What follows belongs to an exercise in optimizing a design on an open flow for small area, a short achievable clock period and few clock cycles per item; a production flow would make more cautious choices. Function was checked by simulation only, so behaviour that the tests miss may differ from the original.

Setup of oak:
Design nbhd_filter, start of the top module:
module nbhd_filter (
    input  wire        clk,
    input  wire        rst,         
    input  wire        in_valid,
    output wire        in_ready,
    input  wire [1:0]  in_op,       
    input  wire [71:0] in_win,
    output wire        out_valid,
    output wire [7:0]  out_pix
);
clock: 35.0 ns
lec_check: 0
abc_area: 1
cap_margin: 20
core_margin: 2
core_utilization: 68
slew_margin: 20
standard.sh (not shown) runs the stock make flow with config.mk's settings and CLKGATE_MAP_FILE= SYNTH_SCRIPT=/design/flow/synth_recipe.tcl, a recipe that flattens the netlist after the stock synthesis.
==> flow/flow/run.sh <==
#!/bin/bash
# The standard layout (standard.sh), with every input and output port
# buffered by a plain buf_1 cell instead of the buffer_ports default.
set -euo pipefail
export BUFFER_PORTS_ARGS="-buffer_cell sky130_fd_sc_hd__buf_1"
bash standard.sh > standard.log 2>&1
Having completed the whole flow, oak delivered a layout that passed the timing, DRC and antenna checks.
Testbench counts of oak, summed over its fixed seeds: cycles 24,032, items 24,000.
## Diff of input files: pine against oak
--- a/flow/config.mk
+++ b/flow/config.mk
@@ -11 +11 @@
-export CORE_UTILIZATION = 68
+export CORE_UTILIZATION = 60
[summary]
- Data arrival time of the worst path sits higher in pine than in oak.
- Total wire length delta for pine relative to oak: 4.9% lower
- Diff oak..pine | synthesis-to-layout area growth | negligible
- In pine the die footprint turned out 13% higher than in oak.
- Going from oak to pine, met1 demand-to-capacity share in global routing decreased 2.3 points; sequential share of cell area essentially unchanged; cell count increased 52.
- When pine is set beside oak, its maximum single-stage delay on the critical path turns out to be 20 ps larger.
- Number of cell rows in pine is 4 above oak.

---

Another version of the RTL of nbhd_filter (not shown whole).
Size in the first run: roughly 150 flip-flops.
==> flow/config.mk <==
export PLATFORM = sky130hd
export DESIGN_NAME = nbhd_filter
export DESIGN_NICKNAME = nbhd_filter
export VERILOG_FILES = /design/flow/design.v
export SDC_FILE = /design/flow/constraint.sdc
export NUM_CORES = 4
export LEC_CHECK = 0
export ABC_AREA = 1
export CAP_MARGIN = 20
export CORE_MARGIN = 2
export CORE_UTILIZATION = 60
export CTS_BUF_LIST = sky130_fd_sc_hd__clkbuf_8
export SLEW_MARGIN = 20
==> flow/constraint.sdc <==
create_clock -name core_clock -period 35.0 [get_ports {clk}]
set_input_delay 7.0000 -clock core_clock [delete_from_list [all_inputs] [get_ports {clk}]]
set_output_delay 7.0000 -clock core_clock [all_outputs]
set_load 0.01 [all_outputs]
Scripts as last shown in full above: flow/flow/run.sh
The baseline completed with no timing, DRC or antenna violations.
Testbench counts at the start, summed over its fixed seeds: cycles 24,032, items 24,000.
Next try:
--- a/flow/flow/run.sh
+++ b/flow/flow/run.sh
@@ -3 +3,2 @@
-# buffered by a plain buf_1 cell instead of the buffer_ports default.
+# buffered by a plain buf_1 cell instead of the buffer_ports default, and
+# clock tree synthesis without dummy loads.
@@ -5,0 +7 @@
+export CTS_ARGS="-sink_clustering_enable -repair_clock_nets -dont_use_dummy_load"
- CTS_BUF_LIST: sky130_fd_sc_hd__clkbuf_8 -> default
The new run produced a clean layout. Die area stays the same. Register-to-register slack gets better by 0.08 ns. Global-route usage rises by 0.16 points. Area after synthesis is unchanged. Routed wire length hardly moves. Final area stays flat. Synthesized cell count is unchanged. Flip-flop and latch count stays the same. Non-clock buffer count is unchanged. Via count hardly moves.
Next try:
==> flow/flow/run.sh (replaced) <==
#!/bin/bash
# The standard layout (standard.sh), with every input and output port
# buffered by a plain buf_1 cell instead of the buffer_ports default.
set -euo pipefail
export BUFFER_PORTS_ARGS="-buffer_cell sky130_fd_sc_hd__buf_1"
bash standard.sh > standard.log 2>&1
- CTS_CLUSTER_DIAMETER: default -> 80
- CTS_CLUSTER_SIZE: default -> 30
The new run ran to the end with no violations.
Worst setup slack degrades by 0.0063 ns.
Clock skew shrinks by 0.0036 ns.
Wire length barely changes.
Next try:
- CTS_CLUSTER_DIAMETER: 80 -> default
- CTS_CLUSTER_SIZE: 30 -> default
- utilization is unchanged
- sequential share of layout area stays the same
- routed wire length does not change
- count of clock-buffer cells in the layout stays the same
- design area does not change
- worst setup slack does not change
- hold slack is unchanged

[what the ideal ports hide]
The flow's constraints put no driver on any port. The routed layouts listed below were extracted and timed again, unchanged, in two steps.
Step 1 assumes that a clkbuf_16 drives the clock port and a buf_2 every other input.
Step 2, shift: input delay + t, output delay - t, t = (earliest + latest rising clock arrival at the registers) / 2. This alone moves slack from input paths to output paths.
a / b / c = ideal ports / drivers / drivers and shift; a / b = the first two.
run	shift t [ns]	setup WS [ns]	worst setup path after step 2	clock arrival spread, ns	worst register clock-pin slew, ns
oak	0.490	27.106 / 27.053 / 27.412	register to register	0.018 / 0.017	0.08 / 0.08
pine	0.500	27.065 / 27.010 / 27.510	register to output	0.018 / 0.019	0.07 / 0.07
the first run of note 2	0.522	27.046 / 26.997 / 27.520	register to output	0.031 / 0.031	0.13 / 0.13
the second run of note 2	0.473	27.101 / 27.047 / 27.519	register to output	0.027 / 0.027	0.07 / 0.07
the third run of note 2	0.490	27.095 / 27.040 / 27.530	register to output	0.019 / 0.020	0.08 / 0.08
the fourth run of note 2	0.490	27.095 / 27.040 / 27.530	register to output	0.019 / 0.020	0.08 / 0.08
After both steps every run listed still meets setup and hold.
